This design comes from an exercise in tuning for small area, a short achievable clock period and few clock cycles on the open sky130 flow, not from production work.
Only simulation tests tie the RTL to the original design; equivalence was not proved.
Power figures rest on the tool's default switching activity, not on a simulated workload.

$ cat design.v
module upb (
    input  wire        clk,
    input  wire        rst,           
    input  wire        cmd_valid,
    output wire        cmd_ready,
    input  wire [39:0] cmd,
    output wire [31:0] res,
    output wire [3:0]  flt,
    output wire [1:0]  st,
    output reg         tx_valid,
    output reg  [7:0]  tx_data,
    input  wire        rx_valid,
    output wire        rx_ready,
    input  wire [7:0]  rx_data,
    output reg  [23:0] mem_addr,
    input  wire [7:0]  mem_rdata
);
    localparam [24:0] IMEM_SIZE = 25'd65536;
    localparam [7:0] OP_NOP     = 8'h00, OP_RESET   = 8'h01, OP_RDR     = 8'h02,
                     OP_RXFLUSH = 8'h03, OP_TXRAW   = 8'h04, OP_RXGET   = 8'h05,
                     OP_LSEED   = 8'h10, OP_LSTEP   = 8'h11, OP_LTX     = 8'h12,
                     OP_LCHK    = 8'h13, OP_SCLR    = 8'h20, OP_SADD    = 8'h21,
                     OP_SIMG    = 8'h22, OP_SMARK   = 8'h23, OP_STEST   = 8'h24,
                     OP_LRCCLR  = 8'h28, OP_LRCXOR  = 8'h29, OP_ENCWORD = 8'h30,
                     OP_ENCMEM  = 8'h31, OP_FSYNC   = 8'h40, OP_FBYTE   = 8'h41,
                     OP_FFIELD  = 8'h42, OP_PCLR    = 8'h50, OP_PPTR    = 8'h51,
                     OP_PLEN    = 8'h52, OP_PDEL    = 8'h53, OP_SSTART  = 8'h58;
    localparam [1:0] ST_IDLE = 2'd0, ST_RUN = 2'd1, ST_SUCCESS = 2'd2, ST_ABORTED = 2'd3;
    localparam [2:0] PH_NONE = 3'd0, PH_SSYNC = 3'd1, PH_CSYNC = 3'd2, PH_HDR = 3'd3,
                     PH_PAY = 3'd4, PH_ACK = 3'd5, PH_NEXT = 3'd6;
    localparam [2:0] R_NONE = 3'd0, R_MISSSYNC = 3'd1, R_COGMIS = 3'd2, R_CKSUM = 3'd3;
    localparam [1:0] H_IDLE = 2'd0, H_EMIT = 2'd1, H_SUM = 2'd2, H_ENCRD = 2'd3;
    localparam [2:0] K_RAW = 3'd0, K_SYNC = 3'd1, K_BYTE = 3'd2, K_FIELD = 3'd3, K_ENC = 3'd4;
    reg [7:0]   lfsr;
    reg [7:0]   sum;
    reg [7:0]   lrc;
    reg [31:0]  res_q;
    reg [3:0]   flt_q;
    reg [7:0]   plan_valid;           
    reg [191:0] plan_ptr;             
    reg [191:0] plan_len;
    reg [1:0]   st_q;
    reg [2:0]   ph;
    reg [2:0]   reason;
    reg [3:0]   n_q;
    reg [3:0]   cog;
    reg [3:0]   scan;
    reg         mk;
    reg [31:0]  base;
    reg [23:0]  off;
    reg [9:0]   chunk;
    reg [9:0]   idx;
    reg [1:0]   flags;
    reg [7:0]   ackb0, ackb1, ackb2;
    reg [1:0]   ackn;
    reg         sq_sub;               
    reg         sq_stuff;             
    reg [7:0]   rxq [0:3];
    reg [1:0]   rx_rd, rx_wr;
    reg [2:0]   rx_cnt;
    reg [1:0]   hs;
    reg [2:0]   ekind;
    reg [31:0]  ew;
    reg [3:0]   ek;
    reg         estuff;
    reg [23:0]  maddr;
    reg [23:0]  mcnt;
    reg         msub;
    assign cmd_ready = (hs == H_IDLE);
    assign res       = res_q;
    assign flt       = flt_q;
    assign st        = st_q;
    assign rx_ready  = (rx_cnt != 3'd4);
    function [7:0] lfsr_next(input [7:0] s);
        lfsr_next = {s[6:0], s[7] ^ s[5] ^ s[4] ^ s[1]};
    endfunction
    function [7:0] enc_d(input [2:0] g);
        enc_d = 8'h92 | {1'b0, g[2], 2'b00, g[1], 2'b00, g[0]};
    endfunction
    function [7:0] enc_f(input [1:0] g);
        enc_f = 8'hF2 | {4'b0000, g[1], 2'b00, g[0]};
    endfunction
    function [2:0] ci(input [3:0] c);
        ci = c[2:0] - 3'd1;
    endfunction
    function [23:0] ptr_of(input [3:0] c);
        ptr_of = plan_ptr[ci(c) * 24 +: 24];
    endfunction
    function [23:0] len_of(input [3:0] c);
        len_of = plan_len[ci(c) * 24 +: 24];
    endfunction
    function valid_of(input [3:0] c);
        valid_of = plan_valid[ci(c)];
    endfunction
    function [3:0] next_valid(input [3:0] k);
        integer i;
        begin
            next_valid = 4'd0;
            for (i = 8; i >= 1; i = i - 1)
                if (i >= k && plan_valid[i-1])
                    next_valid = i[3:0];
        end
    endfunction
    wire [7:0]  op  = cmd[39:32];
    wire [31:0] arg = cmd[31:0];
    wire [3:0]  c_lo = arg[3:0];      
    wire [3:0]  c_p  = arg[27:24];    
    reg known, resv_ok, allowed_run, range_bad;
    always @* begin
        known   = 1'b1;
        resv_ok = 1'b1;
        case (op)
            OP_NOP, OP_RESET, OP_RXFLUSH, OP_RXGET, OP_LSTEP, OP_LTX, OP_LCHK,
            OP_SCLR, OP_STEST, OP_LRCCLR, OP_PCLR:
                resv_ok = (arg == 32'd0);
            OP_RDR, OP_TXRAW, OP_LSEED, OP_SADD, OP_LRCXOR, OP_FSYNC, OP_FBYTE:
                resv_ok = (arg[31:8] == 24'd0);
            OP_SIMG, OP_PDEL:
                resv_ok = (arg[31:4] == 28'd0);
            OP_SMARK:
                resv_ok = (arg[31:1] == 31'd0);
            OP_SSTART:
                resv_ok = (arg[31:2] == 30'd0);
            OP_ENCWORD, OP_FFIELD:
                resv_ok = 1'b1;
            OP_ENCMEM:
                resv_ok = (arg[31:24] == 8'd0);
            OP_PPTR, OP_PLEN:
                resv_ok = (arg[31:28] == 4'd0);
            default:
                known = 1'b0;
        endcase
        allowed_run = (op == OP_NOP) || (op == OP_RESET) || (op == OP_RDR);
    end
    reg        rdr_ok;
    reg [31:0] rdr_val;
    always @* begin
        rdr_ok  = 1'b1;
        rdr_val = 32'd0;
        case (arg[7:0])
            8'h00: rdr_val = {9'd0, flags, mk, scan, n_q, cog, reason, ph, st_q};
            8'h01: rdr_val = {28'd0, flt_q};
            8'h02: rdr_val = {24'd0, lfsr};
            8'h03: rdr_val = {24'd0, sum};
            8'h04: rdr_val = {24'd0, lrc};
            8'h06: rdr_val = base;
            8'h07: rdr_val = {8'd0, off};
            8'h08: rdr_val = {22'd0, chunk};
            8'h09: rdr_val = {22'd0, idx};
            8'h0A: rdr_val = {6'd0, ackn, ackb2, ackb1, ackb0};
            8'h11, 8'h12, 8'h13, 8'h14, 8'h15, 8'h16, 8'h17, 8'h18:
                rdr_val = {8'd0, ptr_of(arg[3:0])};
            8'h21, 8'h22, 8'h23, 8'h24, 8'h25, 8'h26, 8'h27, 8'h28:
                rdr_val = {valid_of(arg[3:0]), 7'd0, len_of(arg[3:0])};
            default: rdr_ok = 1'b0;
        endcase
    end
    wire c_lo_ok = (c_lo >= 4'd1) && (c_lo <= 4'd8);
    wire c_p_ok  = (c_p  >= 4'd1) && (c_p  <= 4'd8);
    reg       plan_oob;        
    reg [3:0] plan_n;
    integer   j;
    always @* begin
        plan_oob = 1'b0;
        plan_n   = 4'd0;
        for (j = 0; j < 8; j = j + 1) begin
            if (plan_valid[j]) begin
                plan_n = plan_n + 4'd1;
                if ({1'b0, plan_ptr[j*24 +: 24]} + {1'b0, plan_len[j*24 +: 24]} > IMEM_SIZE)
                    plan_oob = 1'b1;
            end
        end
    end
    wire simg_oob = ({1'b0, ptr_of(c_lo)} + {1'b0, len_of(c_lo)}) > IMEM_SIZE;
    always @* begin
        range_bad = 1'b0;
        case (op)
            OP_RDR:    range_bad = !rdr_ok;
            OP_SIMG:   range_bad = !c_lo_ok || !valid_of(c_lo) || simg_oob;
            OP_ENCMEM: range_bad = (arg[1:0] != 2'b00) || ({1'b0, arg[23:0]} + 25'd4 > IMEM_SIZE);
            OP_PPTR:   range_bad = !c_p_ok;
            OP_PLEN:   range_bad = !c_p_ok || (arg[1:0] != 2'b00);
            OP_PDEL:   range_bad = !c_lo_ok;
            OP_SSTART: range_bad = (plan_valid == 8'd0) || plan_oob;
            default:   range_bad = 1'b0;
        endcase
    end
    wire accept   = cmd_valid && cmd_ready;
    wire f_ill    = !known || !resv_ok;
    wire f_busy   = !f_ill && (st_q == ST_RUN) && !allowed_run;
    wire f_range  = !f_ill && !f_busy && range_bad;
    wire exec     = accept && !f_ill && !f_busy && !f_range;
    wire do_reset = rst || (exec && op == OP_RESET);
    reg [7:0] e_byte;
    reg       e_stuffed;
    reg       e_last;
    always @* begin
        e_byte    = ew[7:0];
        e_stuffed = 1'b0;
        e_last    = 1'b1;
        case (ekind)
            K_RAW:   begin e_byte = ew[7:0]; end
            K_SYNC:  begin e_byte = (ek == 4'd0) ? 8'hFF : ew[7:0]; e_last = (ek == 4'd1); end
            K_BYTE:  begin e_byte = ew[7:0]; e_stuffed = 1'b1; end
            K_FIELD: begin e_byte = ew[31:24]; e_stuffed = 1'b1; e_last = (ek == 4'd3); end
            K_ENC:   begin
                         e_byte = (ek == 4'd10) ? enc_f(ew[1:0]) : enc_d(ew[2:0]);
                         e_last = (ek == 4'd10);
                     end
            default: ;
        endcase
    end
    wire [23:0] cur_ptr = ptr_of(cog);
    wire [23:0] cur_len = len_of(cog);
    wire [31:0] hdr_w   = {4'd0, cog, (mk ? 24'hFFFFFE : base[23:0] + off)};
    reg  [7:0]  hdr_b;
    always @* begin
        case (idx[2:0])
            3'd0: hdr_b = hdr_w[31:24];
            3'd1: hdr_b = hdr_w[23:16];
            3'd2: hdr_b = hdr_w[15:8];
            3'd3: hdr_b = hdr_w[7:0];
            3'd4: hdr_b = 8'd0;
            3'd5: hdr_b = 8'd0;
            3'd6: hdr_b = {6'd0, chunk[9:8]};
            default: hdr_b = chunk[7:0];
        endcase
    end
    wire [3:0]  nv_scan = next_valid(scan);
    wire [3:0]  nv_after = (cog == 4'd8) ? 4'd0 : next_valid(cog + 4'd1);
    wire        seq_run = (st_q == ST_RUN);
    always @* begin
        if (hs == H_SUM || hs == H_ENCRD)
            mem_addr = maddr;
        else
            mem_addr = cur_ptr + off + {14'd0, idx};
    end
    wire        rx_have = (rx_cnt != 3'd0);
    wire [7:0]  rx_head = rxq[rx_rd];
    wire        rx_push = rx_valid && rx_ready;
    wire        rx_pop  = rx_have && ((exec && (op == OP_RXGET || op == OP_LCHK)) ||
                                      (seq_run && ph == PH_ACK));
    function [9:0] chunk_for(input [23:0] o, input [23:0] l);
        chunk_for = (l - o > 24'd512) ? 10'd512 : (l[9:0] - o[9:0]);
    endfunction
    reg [23:0] o_next;
    always @(posedge clk) begin
        tx_valid <= 1'b0;
        tx_data  <= 8'h00;
        if (do_reset) begin
            lfsr       <= 8'h50;
            sum        <= 8'd0;
            lrc        <= 8'd0;
            res_q      <= 32'd0;
            flt_q      <= 4'd0;
            plan_valid <= 8'd0;
            plan_ptr   <= 192'd0;
            plan_len   <= 192'd0;
            st_q       <= ST_IDLE;
            ph         <= PH_NONE;
            reason     <= R_NONE;
            n_q        <= 4'd0;
            cog        <= 4'd0;
            scan       <= 4'd0;
            mk         <= 1'b0;
            base       <= 32'd0;
            off        <= 24'd0;
            chunk      <= 10'd0;
            idx        <= 10'd0;
            flags      <= 2'd0;
            ackb0      <= 8'd0;
            ackb1      <= 8'd0;
            ackb2      <= 8'd0;
            ackn       <= 2'd0;
            sq_sub     <= 1'b0;
            sq_stuff   <= 1'b0;
            rx_rd      <= 2'd0;
            rx_wr      <= 2'd0;
            rx_cnt     <= 3'd0;
            hs         <= H_IDLE;
            ekind      <= K_RAW;
            ew         <= 32'd0;
            ek         <= 4'd0;
            estuff     <= 1'b0;
            maddr      <= 24'd0;
            mcnt       <= 24'd0;
            msub       <= 1'b0;
        end else begin
            if (accept) begin
                if (f_ill)
                    flt_q[0] <= 1'b1;
                else if (f_busy)
                    flt_q[1] <= 1'b1;
                else if (f_range)
                    flt_q[2] <= 1'b1;
            end
            if (exec) begin
                case (op)
                    OP_RDR:     res_q <= rdr_val;
                    OP_RXFLUSH: begin
                                    rx_rd  <= 2'd0;
                                    rx_wr  <= 2'd0;
                                end
                    OP_TXRAW:   begin hs <= H_EMIT; ekind <= K_RAW; ew <= arg; ek <= 4'd0; estuff <= 1'b0; end
                    OP_RXGET:   begin
                                    if (rx_have) begin
                                        res_q  <= {24'd0, rx_head};
                                    end else
                                        res_q <= 32'h100;
                                end
                    OP_LSEED:   lfsr <= arg[7:0];
                    OP_LSTEP:   begin res_q <= {31'd0, lfsr[0]}; lfsr <= lfsr_next(lfsr); end
                    OP_LTX:     begin
                                    hs <= H_EMIT; ekind <= K_RAW; ew <= {24'd0, 7'h7F, lfsr[0]};
                                    ek <= 4'd0; estuff <= 1'b0;
                                    lfsr <= lfsr_next(lfsr);
                                end
                    OP_LCHK:    begin
                                    if (!rx_have)
                                        res_q <= 32'd2;
                                    else begin
                                        if (rx_head[7:1] == 7'h7F && rx_head[0] == lfsr[0]) begin
                                            res_q <= 32'd1;
                                            lfsr  <= lfsr_next(lfsr);
                                        end else begin
                                            res_q    <= 32'd0;
                                            flt_q[3] <= 1'b1;
                                        end
                                    end
                                end
                    OP_SCLR:    sum <= 8'd0;
                    OP_SADD:    sum <= sum + arg[7:0];
                    OP_SIMG:    begin
                                    if (len_of(c_lo) != 24'd0) begin
                                        hs    <= H_SUM;
                                        maddr <= ptr_of(c_lo);
                                        mcnt  <= len_of(c_lo);
                                        msub  <= 1'b0;
                                    end
                                end
                    OP_SMARK:   sum <= sum + (arg[0] ? 8'hD8 : 8'hEC);
                    OP_STEST:   res_q <= {31'd0, (sum == 8'd0)};
                    OP_LRCCLR:  lrc <= 8'd0;
                    OP_LRCXOR:  lrc <= lrc ^ arg[7:0];
                    OP_ENCWORD: begin hs <= H_EMIT; ekind <= K_ENC; ew <= arg; ek <= 4'd0; estuff <= 1'b0; end
                    OP_ENCMEM:  begin
                                    hs    <= H_ENCRD;
                                    maddr <= arg[23:0];
                                    mcnt  <= 24'd4;
                                    msub  <= 1'b0;
                                    ew    <= 32'd0;
                                end
                    OP_FSYNC:   begin hs <= H_EMIT; ekind <= K_SYNC;  ew <= arg; ek <= 4'd0; estuff <= 1'b0; end
                    OP_FBYTE:   begin hs <= H_EMIT; ekind <= K_BYTE;  ew <= arg; ek <= 4'd0; estuff <= 1'b0; end
                    OP_FFIELD:  begin hs <= H_EMIT; ekind <= K_FIELD; ew <= arg; ek <= 4'd0; estuff <= 1'b0; end
                    OP_PCLR:    begin
                                    plan_valid <= 8'd0;
                                    plan_ptr   <= 192'd0;
                                    plan_len   <= 192'd0;
                                end
                    OP_PPTR:    plan_ptr[ci(c_p) * 24 +: 24] <= arg[23:0];
                    OP_PLEN:    begin
                                    plan_len[ci(c_p) * 24 +: 24] <= arg[23:0];
                                    plan_valid[ci(c_p)] <= 1'b1;
                                end
                    OP_PDEL:    plan_valid[ci(c_lo)] <= 1'b0;
                    OP_SSTART:  begin
                                    st_q   <= ST_RUN;
                                    ph     <= PH_SSYNC;
                                    reason <= R_NONE;
                                    n_q    <= plan_n;
                                    cog    <= 4'd0;
                                    scan   <= 4'd1;
                                    mk     <= 1'b0;
                                    base   <= 32'd0;
                                    off    <= 24'd0;
                                    chunk  <= 10'd0;
                                    idx    <= 10'd0;
                                    ackn   <= 2'd0;
                                    ackb0  <= 8'd0;
                                    ackb1  <= 8'd0;
                                    ackb2  <= 8'd0;
                                    lrc    <= 8'd0;
                                    flags  <= arg[1:0];
                                    sq_sub   <= 1'b0;
                                    sq_stuff <= 1'b0;
                                end
                    default: ;
                endcase
            end
            case (hs)
                H_EMIT: begin
                    tx_valid <= 1'b1;
                    if (estuff) begin
                        tx_data <= 8'h00;
                        estuff  <= 1'b0;
                        if (e_last) hs <= H_IDLE;
                        else begin
                            ek <= ek + 4'd1;
                            ew <= (ekind == K_ENC) ? (ew >> 3) : (ew << 8);
                        end
                    end else begin
                        tx_data <= e_byte;
                        if (e_stuffed && e_byte == 8'hFF)
                            estuff <= 1'b1;
                        else if (e_last)
                            hs <= H_IDLE;
                        else begin
                            ek <= ek + 4'd1;
                            if (ekind == K_ENC)        ew <= ew >> 3;
                            else if (ekind == K_FIELD) ew <= ew << 8;
                        end
                    end
                end
                H_SUM: begin
                    if (!msub)
                        msub <= 1'b1;
                    else begin
                        msub  <= 1'b0;
                        sum   <= sum + mem_rdata;
                        maddr <= maddr + 24'd1;
                        mcnt  <= mcnt - 24'd1;
                        if (mcnt == 24'd1) hs <= H_IDLE;
                    end
                end
                H_ENCRD: begin
                    if (!msub)
                        msub <= 1'b1;
                    else begin
                        msub  <= 1'b0;
                        ew    <= {mem_rdata, ew[31:8]};
                        maddr <= maddr + 24'd1;
                        mcnt  <= mcnt - 24'd1;
                        if (mcnt == 24'd1) begin
                            hs     <= H_EMIT;
                            ekind  <= K_ENC;
                            ek     <= 4'd0;
                            estuff <= 1'b0;
                        end
                    end
                end
                default: ;
            endcase
            if (seq_run) begin
                case (ph)
                    PH_SSYNC: begin
                        tx_valid <= 1'b1;
                        if (!sq_sub) begin
                            tx_data <= 8'hFF;
                            sq_sub  <= 1'b1;
                        end else begin
                            tx_data <= {4'd0, n_q};
                            sq_sub  <= 1'b0;
                            ph      <= PH_CSYNC;
                        end
                    end
                    PH_CSYNC: begin
                        tx_valid <= 1'b1;
                        if (!sq_sub) begin
                            tx_data <= 8'hFF;
                            cog     <= nv_scan;
                            sq_sub  <= 1'b1;
                        end else begin
                            tx_data <= {4'd0, cog};
                            sq_sub  <= 1'b0;
                            off     <= 24'd0;
                            if (cur_len != 24'd0) begin
                                mk    <= 1'b0;
                                chunk <= chunk_for(24'd0, cur_len);
                            end else begin
                                mk    <= 1'b1;
                                chunk <= 10'd0;
                            end
                            idx <= 10'd0;
                            lrc <= 8'd0;
                            ph  <= PH_HDR;
                        end
                    end
                    PH_HDR: begin
                        tx_valid <= 1'b1;
                        if (sq_stuff) begin
                            tx_data  <= 8'h00;
                            sq_stuff <= 1'b0;
                        end else begin
                            tx_data <= hdr_b;
                            if (hdr_b == 8'hFF)
                                sq_stuff <= 1'b1;
                        end
                        if (sq_stuff || hdr_b != 8'hFF) begin
                            if (idx == 10'd7) begin
                                idx  <= 10'd0;
                                ackn <= 2'd0;
                                ph   <= mk ? PH_ACK : PH_PAY;
                            end else
                                idx <= idx + 10'd1;
                        end
                    end
                    PH_PAY: begin
                        if (sq_stuff) begin
                            tx_valid <= 1'b1;
                            tx_data  <= 8'h00;
                            sq_stuff <= 1'b0;
                            if (idx == chunk - 10'd1) begin
                                idx <= 10'd0;
                                ph  <= PH_ACK;
                            end else
                                idx <= idx + 10'd1;
                        end else if (!sq_sub) begin
                            sq_sub <= 1'b1;
                        end else begin
                            sq_sub   <= 1'b0;
                            tx_valid <= 1'b1;
                            tx_data  <= mem_rdata;
                            lrc      <= lrc ^ mem_rdata;
                            if (mem_rdata == 8'hFF)
                                sq_stuff <= 1'b1;
                            else if (idx == chunk - 10'd1) begin
                                idx <= 10'd0;
                                ph  <= PH_ACK;
                            end else
                                idx <= idx + 10'd1;
                        end
                    end
                    PH_ACK: begin
                        if (rx_have) begin
                            case (ackn)
                                2'd0: ackb0 <= rx_head;
                                2'd1: ackb1 <= rx_head;
                                default: ackb2 <= rx_head;
                            endcase
                            ackn <= ackn + 2'd1;
                            if (!mk && ackn == 2'd2) begin
                                if (ackb0 != 8'hFF) begin
                                    st_q <= ST_ABORTED; ph <= PH_NONE; reason <= R_MISSSYNC;
                                end else if (ackb1 != {4'd0, cog}) begin
                                    st_q <= ST_ABORTED; ph <= PH_NONE; reason <= R_COGMIS;
                                end else if (rx_head != lrc) begin
                                    st_q <= ST_ABORTED; ph <= PH_NONE; reason <= R_CKSUM;
                                end else begin
                                    o_next = off + {14'd0, chunk};
                                    off <= o_next;
                                    if (o_next < cur_len) begin
                                        mk    <= 1'b0;
                                        chunk <= chunk_for(o_next, cur_len);
                                    end else begin
                                        mk    <= 1'b1;
                                        chunk <= 10'd0;
                                    end
                                    idx <= 10'd0;
                                    lrc <= 8'd0;
                                    ph  <= PH_HDR;
                                end
                            end else if (mk && ackn == 2'd1) begin
                                if (ackb0 != 8'hFF) begin
                                    st_q <= ST_ABORTED; ph <= PH_NONE; reason <= R_MISSSYNC;
                                end else if (rx_head != {4'd0, cog}) begin
                                    st_q <= ST_ABORTED; ph <= PH_NONE; reason <= R_COGMIS;
                                end else
                                    ph <= PH_NEXT;
                            end
                        end
                    end
                    PH_NEXT: begin
                        base <= base + {8'd0, cur_len};
                        scan <= cog + 4'd1;
                        mk   <= 1'b0;
                        if (nv_after != 4'd0)
                            ph <= PH_CSYNC;
                        else begin
                            st_q <= ST_SUCCESS;
                            ph   <= PH_NONE;
                        end
                    end
                    default: ;
                endcase
            end
            if (exec && op == OP_RXFLUSH) begin
                rx_cnt <= 3'd0;
                if (rx_push) begin
                    rxq[0] <= rx_data;
                    rx_wr  <= 2'd1;
                    rx_cnt <= 3'd1;
                end
            end else begin
                if (rx_push) begin
                    rxq[rx_wr] <= rx_data;
                    rx_wr      <= rx_wr + 2'd1;
                end
                if (rx_pop)
                    rx_rd <= rx_rd + 2'd1;
                rx_cnt <= rx_cnt + {2'd0, rx_push} - {2'd0, rx_pop};
            end
        end
    end
endmodule
$ cat constraint.sdc
create_clock -name core_clock -period 12.0 [get_ports {clk}]
set_input_delay 2.4000 -clock core_clock [delete_from_list [all_inputs] [get_ports {clk}]]
set_output_delay 2.4000 -clock core_clock [all_outputs]
set_load 0.01 [all_outputs]
$ cat run.sh
#!/bin/bash
# synth_recipe.tcl (not shown) runs the flow's synth.tcl, then flattens the netlist and writes it again
# the make line also repeats each setting of config.mk as NAME=value (left out here)
make -C /OpenROAD-flow-scripts/flow DESIGN_CONFIG=/design/flow/config.mk WORK_HOME=/design/flow/orfs CLKGATE_MAP_FILE= SYNTH_SCRIPT=/design/flow/synth_recipe.tcl finish
$ cat config.mk
export PLATFORM = sky130hd
export DESIGN_NAME = upb
export DESIGN_NICKNAME = upb
export VERILOG_FILES = /design/flow/design.v
export SDC_FILE = /design/flow/constraint.sdc
export NUM_CORES = 4
export LEC_CHECK = 0
export CAP_MARGIN = 20
export CORE_MARGIN = 2
export CORE_UTILIZATION = 30
export SLEW_MARGIN = 20
==> impl_results.md <==
* Full die area at 208,000 um^2
* Final setup violation count at 0
* Area share of xor/xnor cells in the synthesized design at 3.79%
* End of the worst register-to-register path: chunk[8]
* Wire length of the first global-routing pass at 472,000 um
* Count of input and output buffers at 132
* DIE WIDTH at 456 um
* Total via count in the routed design at 66,700
* Post-CTS clock slew at the launch and capture registers of the worst setup and hold paths at 60 ps
* Worst path required time at 9600 ps
* Setup repair bufs after CTS at 0
* Hold Crit Class: reg -> reg
* Cell depth of the worst hold path at 2
* Max Cap Viol at 0
* Final weighted congestion in routability-driven placement at 1.09
* Highest-count cells in the layout ignoring fill and taps: nor2_1, dfxtp_1, nand2_1, a21oi_1, o21ai_0
* Setup_tns at 0 ps
* Peak clock frequency supported by timing at 89.7 MHz
* Proportion of synthesized area in mux cells at 11.5%
* Post-route fraction of the period consumed by the critical path at 92.9%
* Total iterations of the first detailed-routing run at 9
* Height of the die at 456 um
* Global route total overflow at 0
* Number of instances resized during post-cts repair at 0
* Worst setup path category: reg -> out
* Root buffer cell: clkbuf_16
* Leakage power of the design at 25.4 nW
* Maximum fanout along the worst path at 32
* Post-placement cell count at 10,100
* Mean routed wirelength per cell at 33.4 um
* Final critical path time including I/O delays and setup at 11,150 ps
* Initial antenna violation count at 23
* Core ar. at 203,000 um^2
* WHS at 455 ps
* Count of hold-fix buffers inserted at cts at 0
* Stage delay of the slowest cell on the critical path at 950 ps
* Layout cell share with drive strength beyond 1 at 10.2%
* Final HPWL from detailed placement at 272,000 um
* Clock buffer count from CTS at 88
* Area Overhead vs Synth at 12.6%
* FF-to-FF path depth at 20
* Cell area after synthesis at 61,200 um^2
* CP top delay family: compound AO/OA/AOI/OAI gates
* Count of yosys warnings during synthesis at 1
* TritonCTS clock tree: built
* Crit path launch type: flop
* First-iteration detailed-routing DRC count at 10,200
* Synth Area in Simple Gates at 19.2%
* Synth Area per Inst at 8.12 um^2
* Compound-Gate Fraction of Synth Area at 27.8%
* Remaining routing DRC violations at 0
* Count of nets left with antenna violations after detail routing at 0
* Cell seen most often among critical-path stages: o21ai_0
* Number of clock sinks at 718
* Net count after synthesis at 8,018
* Transition time at the pin with the least slew margin at 1270 ps
* Filler Cells Inserted at 20,900
* Most used flip-flop cell after synthesis: dfxtp_1
* Synth Area in Adders at 8.97%
* Proportion of register bits with asynchronous set or reset after synthesis at 0%
* Deepest level of the CTS H-tree at 3
* Maximum vdd ir drop at 0.100 mV
* Hold wc startpoint: res_q[0]
* RSZ-0062 raised after global routing: no
* Clock network latency to the later pin of the worst-skew pair at 770 ps
* Number of instances in the synthesized netlist at 7,536
* Number of enable flip-flop cells after synthesis at 32
* Wire length after detailed routing at 342,000 um
* Cell with the largest stage delay on the worst path: clkdlybuf4s50_1
* Ordered cell list for the critical path: inv_1 -> ha_4 -> mux4_2 -> mux2_2 -> fa_1 -> ha_1 -> inv_1 -> fa_1 -> nor2b_1 -> o21ai_0 -> a21boi_0 -> o21ai_0 -> a21boi_0 -> o21ai_0 -> a21boi_0 -> o21ai_0 -> a211oi_1 -> buf_4 -> a41oi_1 -> a21oi_1 -> a311oi_1 -> o311ai_1 -> clkdlybuf4s50_1
* Drt via density at 6.51
* Count of placed standard cells in the final layout, fillers left out at 10,200
* Largest family of logic cells by synthesized area: compound AO/OA/AOI/OAI gates
* Buffer and inverter count on the worst path at 4
* Final Slew Violations at 0
* Most common library cell in the layout ignoring fill and taps: nor2_1
* Core Util, Final at 34.0%
* Start of the worst register-to-register path: cog[0]
* Clock Skews at 98.8 ps
* Net count, final at 7,960
* Power Density at 88.7 nW/um^2
* Run status: timing/DRC/antenna clean
* Clock Tree Buf Depth at 3
* Rows at 165
* Maximum number of pins on one net before global-route repair at 103
* Initial core utilization at 30.2%
* CP Capture Type: output pin
* Cell variety after synth at 105
* Register area share after synthesis at 24.0%
* Min-Delay Endpoint: res_q[0]
* Total Routing Usage GR at 31.4%
* Data arrival time at the worst-slack endpoint at 8750 ps
* Total power at 6.11 mW
* Number of global-route vias before repair at 60,100
* Final hold vios at 0
* Number of placed I/O pins at 133
* Register-to-register setup slack at 4190 ps
* Worst slew margin at 15.4%
* Synth Register Bits at 718
power breakdown:
group / leakage, nW / switching (mW) / internal (mW)
sequential: 5.81 / 0.00604 / 2.41
combinational: 18.0 / 0.507 / 0.156
clock: 1.56 / 1.25 / 1.78
state kept, by name, indices dropped and copies added, names as in the netlist, 8 cells and up:
register	count
plan_len	192
plan_ptr	192
base	32
ew	32
res_q	32
rxq	32
maddr	24
mcnt	24
off	24
chunk	10
idx	10
ackb0	8
ackb1	8
ackb2	8
lfsr	8
lrc	8
plan_valid	8
sum	8
tx_data	8
metal layers:
layer	up-vias	share of wire [%]	GRT usage, %	wire, um
met5	-	0.020	0	70
met4	10	6.3	16.7	21600
met3	800	13	9.67	43800
met2	4485	40	44.2	138000
met1	32800	41	42.5	139000
li1	28600	-	-	-
final cells by class:
| class | count | area, um^2 | share of cell area, % |
|---|---|---|---|
| well taps | 2672 | 3340 | 4.85 |
| diodes | 15 | 37.5 | 0.0544 |
| clock inverters | 43 | 757 | 1.10 |
| multi-input cells | 6078 | 43800 | 63.5 |
| inverters | 269 | 1010 | 1.46 |
| repair buffers | 323 | 2830 | 4.10 |
| flip-flops and latches | 718 | 14700 | 21.3 |
| clock buffers | 120 | 2460 | 3.57 |
how the worst max path moves through the flow:
stage          cells past startpoint  slack [ps]  startpoint            to
2_1_floorplan                     31         100      cmd[0]     rxq[2][0]
3_3_place_gp                      15        1230      cmd[4]     rxq[2][1]
3_5_place_dp                      22        1360      cmd[1]     rxq[3][1]
4_1_cts                           23         960      cog[0]  mem_addr[23]
5_1_grt                           23         440      cog[0]  mem_addr[23]
6_report                          23         850      cog[0]  mem_addr[23]
kinds of logic after synthesis:
| family | count (synthesis) |
|---|---|
| AOI/OAI and AO/OA | 2503 |
| xor gates and xnor gates | 265 |
| and+or+nand+nor | 2453 |
| muxes | 435 |
| buffers and inverters | 740 |
| DFF | 718 |
| adders and majority gates | 422 |
tightest hold or removal path: cells and delay by family (launching register included):
kind | cells | cell delay (ps)
and+or+nand+nor | 1 | 50
DFF | 1 | 310
AOI/OAI and AO/OA | 1 | 50
per-stage QoR:
stage	worst slack (ps)	instance area, um^2
after detailed placement	1360	65700
after global routing	439	68900
after CTS	958	68900
after floorplan	95.8	61200
final	852	68900
after global placement	1230	65600
cells in the mapped netlist (all sizes together), types with 32 or more instances:
cell type	number	area [um^2]
nor2	706	2650
dfxtp	686	13700
nand2	647	2440
a21oi	583	2920
o21ai	447	2250
ha	394	4930
clkbuf	337	1260
nand3	305	1540
inv	267	1000
a22oi	235	1760
mux4	202	4550
xnor2	158	1380
o2bb2ai	156	1370
nor3	149	746
buf	134	656
o22ai	132	826
a21o	120	901
mux2i	119	1190
mux2	114	1280
xor2	107	937
a211oi	105	793
nand2b	96	601
a31oi	83	526
and3	80	505
nand4	71	444
a221oi	66	584
nor4	64	407
nor2b	63	394
o211ai	59	443
or3	48	300
and2	47	294
a22o	45	394
o31ai	45	352
a222oi	44	440
o21a	40	300
o21bai	38	285
nand3b	33	248
edfxtp	32	961
nor3b	32	240
Testbench counts, summed over its fixed seeds: cycles 126,474.

## static timing again, ports no longer ideal
No port has a modelled driver above. Below, the same layout with a new extraction and two added sets of constraints.
Step 1 (the two cells are an assumption about what drives the block):
set clk [get_ports {clk}]
set_driving_cell -lib_cell sky130_fd_sc_hd__clkbuf_16 $clk
set_driving_cell -lib_cell sky130_fd_sc_hd__buf_2 [delete_from_list [all_inputs] $clk]
Step 2 also shifts input and output timing later by t, the mid clock arrival at the registers, as if the neighbouring blocks saw the same clock.
Slacks: ideal ports / drivers / drivers and shift; pairs: ideal ports / drivers.
t, ns: 0.810
slack for setup (ns): 0.852 / 0.764 / 1.072
hold WS [ns]: 0.455 / 0.455 / 0.455
worst register clock-pin slew, ns: 0.07 / 0.07
cell pins on the clock port's net: 1
After both steps this run still meets setup and hold. The setup slack of this run moves by -0.088 ns with the drivers and by +0.220 ns with both steps.
